This design comes from an exercise in tuning for small area, a short achievable clock period and few clock cycles per item on the open sky130 flow, not from production work. RTL that was checked went through simulation tests only; none was proved equivalent to the original.

== exp/maple ==
==> flow/design.v (excerpt) <==
module gf2m_fu (
    input  wire        clk,
    input  wire        rst,         
    input  wire        in_valid,
    output wire        in_ready,
    input  wire [2:0]  in_op,       
    input  wire [2:0]  in_pset,     
    input  wire [31:0] in_a,
    input  wire [31:0] in_b,
    output wire        out_valid,
    input  wire        out_ready,
    output wire [31:0] out_res,
    output wire [2:0]  out_err      
);
Settings: LEC_CHECK=0, CAP_MARGIN=20, CORE_MARGIN=2, CORE_UTILIZATION=40, PLACE_DENSITY=0.6, SETUP_SLACK_MARGIN=3.0, SLEW_MARGIN=20; clock period 7.0 ns.
standard.sh (not shown) runs the stock make flow with config.mk's settings and CLKGATE_MAP_FILE= SYNTH_SCRIPT=/design/flow/synth_recipe.tcl, a recipe that flattens the netlist after the stock synthesis.
==> flow/flow/run.sh <==
#!/bin/bash
# The standard layout, with the port buffers made of the smallest buffer cell
# (sky130_fd_sc_hd__buf_1) instead of the delay cell buffer_ports picks.
set -euo pipefail
export BUFFER_PORTS_ARGS="-buffer_cell sky130_fd_sc_hd__buf_1"
bash standard.sh > standard_make.log 2>&1
Testbench counts of exp/maple, summed over its fixed seeds: cycles 20,141, items 8,000.
Inputs modified between exp/maple and exp/nickel:
diff --git a/flow/design.v b/flow/design.v
--- a/flow/design.v
+++ b/flow/design.v
@@ -133,21 +133,21 @@
             clmul = 25'd0;
             for (i = 0; i < 13; i = i + 1)
                 clmul = clmul ^ ({12'd0, x & {13{y[i]}}} << i);
         end
     endfunction
     reg        cv;            
-    reg        isdiv;         
+    reg [2:0]  kind;
     reg        m13;
     reg [2:0]  step;
-    reg [1:0]  code;          
+    reg [2:0]  code;          
     reg [12:0] acc;           
     reg [12:0] ra;            
     reg [12:0] rb;            
     reg        ovalid;
-    reg [1:0]  oerr;          
+    reg [2:0]  oerr;
     reg [12:0] res;           
     wire       dec_ill  = (in_op == 3'd0) || (in_op == 3'd7);
     wire       dec_cfg  = (in_pset > 3'd4);
     wire       dec_m13  = (in_pset != 3'd0);
     wire       dec_bin  = (in_op == OP_ADD) || (in_op == OP_MUL) || (in_op == OP_DIV);
     wire       a_out    = dec_m13 ? (in_a[31:13] != 19'd0) : (in_a[31:12] != 20'd0);
@@ -163,13 +163,14 @@
             OP_INV:         dec_kind = KD_INV;
             OP_DIV:         dec_kind = KD_DIV;
             default:        dec_kind = KD_ERR;
         endcase
         if (dec_cfg) dec_kind = KD_ERR;
     end
-    wire [1:0] dec_code = dec_ill ? 2'd1 : dec_cfg ? 2'd2 : dec_dom ? 2'd3 : 2'd0;
+    wire [2:0] dec_code = dec_ill ? ERR_ILL : dec_cfg ? ERR_CFG :
+                          dec_dom ? ERR_DOM : ERR_NONE;
     wire [12:0] acc_in = (in_op == OP_DIV) ? in_b[12:0] :
                          (in_op == OP_ADD) ? (in_a[12:0] ^ in_b[12:0]) : in_a[12:0];
     localparam X_ID = 0, X_S1_12 = 1, X_S1_13 = 2, X_S3_12 = 3, X_S5_12 = 4,
                X_S3_13 = 5, X_S7_13 = 6;
     localparam Y_RB = 0, Y_RA = 1, Y_ACC = 2, Y_S1_12 = 3, Y_S1_13 = 4, Y_ONE = 5;
     function [13:0] uop;
@@ -273,31 +274,31 @@
             ovalid <= 1'b0;
             res    <= 13'd0;
         end else begin
             if (finish) begin
                 ovalid <= 1'b1;
                 oerr   <= code;
-                if (code == 2'd0) res <= prod;
+                if (code == ERR_NONE) res <= prod;
             end else if (out_ready) begin
                 ovalid <= 1'b0;
             end
             if (in_fire)     cv <= 1'b1;
             else if (finish) cv <= 1'b0;
         end
     end
     always @(posedge clk) begin
         if (in_fire) begin
-            isdiv <= (dec_kind == KD_DIV);
+            kind <= dec_kind;
             m13  <= dec_m13;
             code <= dec_code;
             ra   <= in_a[12:0];
             rb   <= in_b[12:0];
         end
         acc  <= in_fire ? acc_in : prod;
         step <= in_fire ? 3'd0 : step + 3'd1;
         {last, ysel, xsel} <= in_fire ? uop(dec_kind, dec_m13, 3'd0) :
-                              last    ? UOP_HOLD : uop(isdiv ? KD_DIV : KD_INV, m13, step + 3'd1);
+                              last    ? UOP_HOLD : uop(kind, m13, step + 3'd1);
     end
     assign out_valid = ovalid;
     assign out_res   = {19'd0, res};
-    assign out_err   = {oerr[1] & oerr[0], oerr[1], oerr[0] & !oerr[1]};
+    assign out_err   = oerr;
 endmodule
Findings:
exp/nickel finished all stages; the layout is clean. Utilization of the core after routing ends up higher on exp/maple. From exp/maple to exp/nickel the numbers moved as follows: flip-flop and latch count higher; count of placed standard cells including taps +about 3.7%; setup slack after layout climbed 0.031 ns; number of global-route vias before repair went up. exp/maple vs exp/nickel, launch point of the worst path: acc[4] vs acc[3]. From exp/maple to exp/nickel the numbers moved as follows: number of gates on the worst path with buffers counted lost 2.
Testbench counts of exp/nickel, summed over its fixed seeds: cycles 20,141, items 8,000.

== harbor ==
Another version of the RTL of gf2m_fu (not shown whole).
Size: about 980 cells after synthesis, about 73 flip-flops, about 110 I/O pins, about 7800 um2 of cells after synthesis.
==> flow/config.mk <==
export PLATFORM = sky130hd
export DESIGN_NAME = gf2m_fu
export DESIGN_NICKNAME = gf2m_fu
export VERILOG_FILES = /design/flow/design.v
export SDC_FILE = /design/flow/constraint.sdc
export NUM_CORES = 4
export LEC_CHECK = 0
export CAP_MARGIN = 20
export CORE_MARGIN = 2
export CORE_UTILIZATION = 40
export CTS_BUF_LIST = sky130_fd_sc_hd__clkbuf_4 sky130_fd_sc_hd__clkbuf_8
export PLACE_DENSITY = 0.6
export SETUP_SLACK_MARGIN = 3.0
export SLEW_MARGIN = 20
==> flow/constraint.sdc <==
create_clock -name core_clock -period 7.0 [get_ports {clk}]
set_input_delay 1.4000 -clock core_clock [delete_from_list [all_inputs] [get_ports {clk}]]
set_output_delay 1.4000 -clock core_clock [all_outputs]
set_load 0.01 [all_outputs]
==> flow/flow/run.sh <==
#!/bin/bash
# The standard layout, with two changes:
# - the port buffers are the smallest buffer cell (sky130_fd_sc_hd__buf_1)
#   instead of the delay cell buffer_ports picks by default;
# - the 3-input XOR/XNOR cells are kept out of synthesis and repair (added to
#   the platform's don't-use list), so the GF(2) XOR trees map to 2-input
#   cells, which are smaller and faster here.
set -euo pipefail
export BUFFER_PORTS_ARGS="-buffer_cell sky130_fd_sc_hd__buf_1"
DONT_USE="sky130_fd_sc_hd__probe_p_8 sky130_fd_sc_hd__probec_p_8 sky130_fd_sc_hd__lpflow_bleeder_1 sky130_fd_sc_hd__lpflow_clkbufkapwr_1 sky130_fd_sc_hd__lpflow_clkbufkapwr_16 sky130_fd_sc_hd__lpflow_clkbufkapwr_2 sky130_fd_sc_hd__lpflow_clkbufkapwr_4 sky130_fd_sc_hd__lpflow_clkbufkapwr_8 sky130_fd_sc_hd__lpflow_clkinvkapwr_1 sky130_fd_sc_hd__lpflow_clkinvkapwr_16 sky130_fd_sc_hd__lpflow_clkinvkapwr_2 sky130_fd_sc_hd__lpflow_clkinvkapwr_4 sky130_fd_sc_hd__lpflow_clkinvkapwr_8 sky130_fd_sc_hd__lpflow_decapkapwr_12 sky130_fd_sc_hd__lpflow_decapkapwr_3 sky130_fd_sc_hd__lpflow_decapkapwr_4 sky130_fd_sc_hd__lpflow_decapkapwr_6 sky130_fd_sc_hd__lpflow_decapkapwr_8 sky130_fd_sc_hd__lpflow_inputiso0n_1 sky130_fd_sc_hd__lpflow_inputiso0p_1 sky130_fd_sc_hd__lpflow_inputiso1n_1 sky130_fd_sc_hd__lpflow_inputiso1p_1 sky130_fd_sc_hd__lpflow_inputisolatch_1 sky130_fd_sc_hd__lpflow_isobufsrc_1 sky130_fd_sc_hd__lpflow_isobufsrc_16 sky130_fd_sc_hd__lpflow_isobufsrc_2 sky130_fd_sc_hd__lpflow_isobufsrc_4 sky130_fd_sc_hd__lpflow_isobufsrc_8 sky130_fd_sc_hd__lpflow_isobufsrckapwr_16 sky130_fd_sc_hd__lpflow_lsbuf_lh_hl_isowell_tap_1 sky130_fd_sc_hd__lpflow_lsbuf_lh_hl_isowell_tap_2 sky130_fd_sc_hd__lpflow_lsbuf_lh_hl_isowell_tap_4 sky130_fd_sc_hd__lpflow_lsbuf_lh_isowell_4 sky130_fd_sc_hd__lpflow_lsbuf_lh_isowell_tap_1 sky130_fd_sc_hd__lpflow_lsbuf_lh_isowell_tap_2 sky130_fd_sc_hd__lpflow_lsbuf_lh_isowell_tap_4 sky130_fd_sc_hd__xor3_1 sky130_fd_sc_hd__xor3_2 sky130_fd_sc_hd__xor3_4 sky130_fd_sc_hd__xnor3_1 sky130_fd_sc_hd__xnor3_2 sky130_fd_sc_hd__xnor3_4"
bash standard.sh "DONT_USE_CELLS=$DONT_USE" finish > standard_make.log 2>&1
harbor did not stop at any stage, and its layout met the timing, design-rule and antenna checks.
Input-level comparison between pepper and harbor:
diff --git a/flow/design.v b/flow/design.v
--- a/flow/design.v
+++ b/flow/design.v
@@ -161,30 +161,31 @@
             OP_SQ:          dec_kind = KD_SQ;
             OP_SQ4:         dec_kind = KD_SQ4;
             OP_INV:         dec_kind = KD_INV;
             OP_DIV:         dec_kind = KD_DIV;
             default:        dec_kind = KD_ERR;
         endcase
         if (dec_cfg) dec_kind = KD_ERR;
     end
     wire [1:0] dec_code = dec_ill ? 2'd1 : dec_cfg ? 2'd2 : dec_dom ? 2'd3 : 2'd0;
     wire [12:0] acc_in = (in_op == OP_DIV) ? in_b[12:0] :
                          (in_op == OP_ADD) ? (in_a[12:0] ^ in_b[12:0]) : in_a[12:0];
-    localparam X_ID = 0, X_S1 = 1, X_S3 = 2, X_SB = 3;    
-    localparam Y_RB = 0, Y_RA = 1, Y_ACC = 2, Y_S1 = 3, Y_ONE = 4;
-    function [9:0] uop;
+    localparam X_ID = 0, X_S1_12 = 1, X_S1_13 = 2, X_S3_12 = 3, X_S5_12 = 4,
+               X_S3_13 = 5, X_S7_13 = 6;
+    localparam Y_RB = 0, Y_RA = 1, Y_ACC = 2, Y_S1_12 = 3, Y_S1_13 = 4, Y_ONE = 5;
+    function [13:0] uop;
         input [2:0] kd;
         input       m;
         input [2:0] st;
-        reg   [3:0] xs;
-        reg   [4:0] ys;
+        reg   [6:0] xs;
+        reg   [5:0] ys;
         reg         l;
         reg   [2:0] xk;    
         reg   [2:0] yk;    
         begin
             xk = 3'd1;
             yk = 3'd4;
             l  = 1'b0;
             case (kd)
                 KD_ADD: begin xk = 3'd0; l = 1'b1; end
                 KD_MUL: begin xk = 3'd0; yk = 3'd0; l = 1'b1; end
                 KD_SQ:  l = 1'b1;
@@ -203,56 +204,60 @@
                             3'd0:    begin xk = 3'd5; yk = 3'd3; end
                             3'd1:    begin xk = 3'd0; yk = 3'd5; end
                             3'd2:    begin xk = 3'd3; yk = 3'd3; end
                             3'd3:    begin xk = 3'd5; yk = 3'd5; end
                             3'd4:    begin xk = 3'd5; yk = 3'd3; l = (kd == KD_INV); end
                             default: begin xk = 3'd0; yk = 3'd1; l = 1'b1; end
                         endcase
                     end
                 end
                 default: l = 1'b1;
             endcase
-            xs = 4'd0;
+            xs = 7'd0;
             case (xk)
                 3'd0:    xs[X_ID] = 1'b1;
-                3'd1:    xs[X_S1] = 1'b1;
-                3'd3:    xs[X_S3] = 1'b1;
-                default: xs[X_SB] = 1'b1;    
+                3'd1:    xs[m ? X_S1_13 : X_S1_12] = 1'b1;
+                3'd3:    xs[m ? X_S3_13 : X_S3_12] = 1'b1;
+                3'd5:    xs[X_S5_12] = 1'b1;
+                default: xs[X_S7_13] = 1'b1;
             endcase
-            ys = 5'd0;
+            ys = 6'd0;
             case (yk)
                 3'd0:    ys[Y_RB] = 1'b1;
                 3'd1:    ys[Y_RA] = 1'b1;
                 3'd2:    ys[Y_ACC] = 1'b1;
-                3'd3:    ys[Y_S1] = 1'b1;
+                3'd3:    ys[m ? Y_S1_13 : Y_S1_12] = 1'b1;
                 3'd4:    ys[Y_ONE] = 1'b1;
                 default: ys[(kd == KD_DIV) ? Y_RB : Y_RA] = 1'b1;
             endcase
             uop = {l, ys, xs};
         end
     endfunction
-    localparam [9:0] UOP_HOLD = {1'b1, 5'b10000, 4'b0001};
-    reg [3:0] xsel;
-    reg [4:0] ysel;
+    localparam [13:0] UOP_HOLD = {1'b1, 6'b100000, 7'b0000001};
+    reg [6:0] xsel;
+    reg [5:0] ysel;
     reg       last;
-    wire [12:0] s1 = m13 ? sq1_13(acc) : sq1_12(acc);
-    wire [12:0] s3 = m13 ? sq3_13(acc) : sq3_12(acc);
-    wire [12:0] sb = m13 ? sq7_13(acc) : sq5_12(acc);
+    wire [12:0] s1_12 = sq1_12(acc);
+    wire [12:0] s1_13 = sq1_13(acc);
     wire [12:0] mx = ({13{xsel[X_ID]}}    & acc)
-                   | ({13{xsel[X_S1]}}    & s1)
-                   | ({13{xsel[X_S3]}}    & s3)
-                   | ({13{xsel[X_SB]}}    & sb);
+                   | ({13{xsel[X_S1_12]}} & s1_12)
+                   | ({13{xsel[X_S1_13]}} & s1_13)
+                   | ({13{xsel[X_S3_12]}} & sq3_12(acc))
+                   | ({13{xsel[X_S5_12]}} & sq5_12(acc))
+                   | ({13{xsel[X_S3_13]}} & sq3_13(acc))
+                   | ({13{xsel[X_S7_13]}} & sq7_13(acc));
     wire [12:0] my = ({13{ysel[Y_ACC]}}   & acc)
                    | ({13{ysel[Y_RA]}}    & ra)
                    | ({13{ysel[Y_RB]}}    & rb)
-                   | ({13{ysel[Y_S1]}}    & s1)
+                   | ({13{ysel[Y_S1_12]}} & s1_12)
+                   | ({13{ysel[Y_S1_13]}} & s1_13)
                    | {12'd0, ysel[Y_ONE]};
     wire [24:0] p = clmul(mx, my);
     reg  [24:0] r13;
     reg  [22:0] r12;
     integer k;
     always @(*) begin
         r13 = p;
         for (k = 24; k >= 13; k = k - 1)
             if (r13[k]) r13 = r13 ^ (25'h201B << (k - 13));
         r12 = p[22:0];
         for (k = 22; k >= 12; k = k - 1)
- The clock skew of pepper is lower than that of harbor.
- Count of buffer and inverter cells on the critical path: pepper < harbor
- Diff harbor -> pepper | area fraction in compound gates after synthesis | increase of 1.1 points
- From harbor to pepper the numbers moved as follows: clock tree buffer count of the final layout went down by 2, maximum number of pins on one net before global-route repair fell by 21%.
- Count of state elements after synthesis ended up 5.5% higher on pepper than on harbor.
- Going from harbor to pepper, period utilization higher, worst-case setup margin in the final layout lower, layout-stage area growth over the synthesis result lower.
- The initial antenna violation count of pepper exceeds that of harbor by 1.
- Diff harbor -> pepper: critical path depth moved down, total track usage roughly the same.
Testbench counts of pepper, summed over its fixed seeds: cycles 20,141, items 8,000.
The RTL of harbor was laid out without a check of its function.

-- separate check: timing with driven ports --
The flow's constraints put no driver on any port. The routed layouts listed below were extracted and timed again, unchanged, in two steps. Step 1, drivers: a clkbuf_16 drives clk and a buf_2 each remaining input, both assumed. Step 2 times the ports against the registers' clock, not the clock port: input delays grow and output delays shrink by t, the midpoint of the rising clock arrivals with the driver on. Three values: ideal, step 1, step 2; two values: the first two.
| run | shift t [ns] | setup WS [ns] | worst register clock-pin slew, ns | worst data-port slew with drivers (ns) |
|---|---|---|---|---|
| exp/maple | 0.365 | 3.081 / 3.081 / 3.081 | 0.06 / 0.06 | 0.04 |
| exp/nickel | 0.370 | 3.111 / 3.111 / 3.111 | 0.07 / 0.07 | 0.04 |
| harbor | 0.372 | 3.114 / 3.114 / 3.114 | 0.08 / 0.08 | 0.05 |
| pepper | 0.384 | 3.061 / 3.061 / 3.061 | 0.08 / 0.08 | 0.04 |
After both steps every run listed still meets setup and hold.
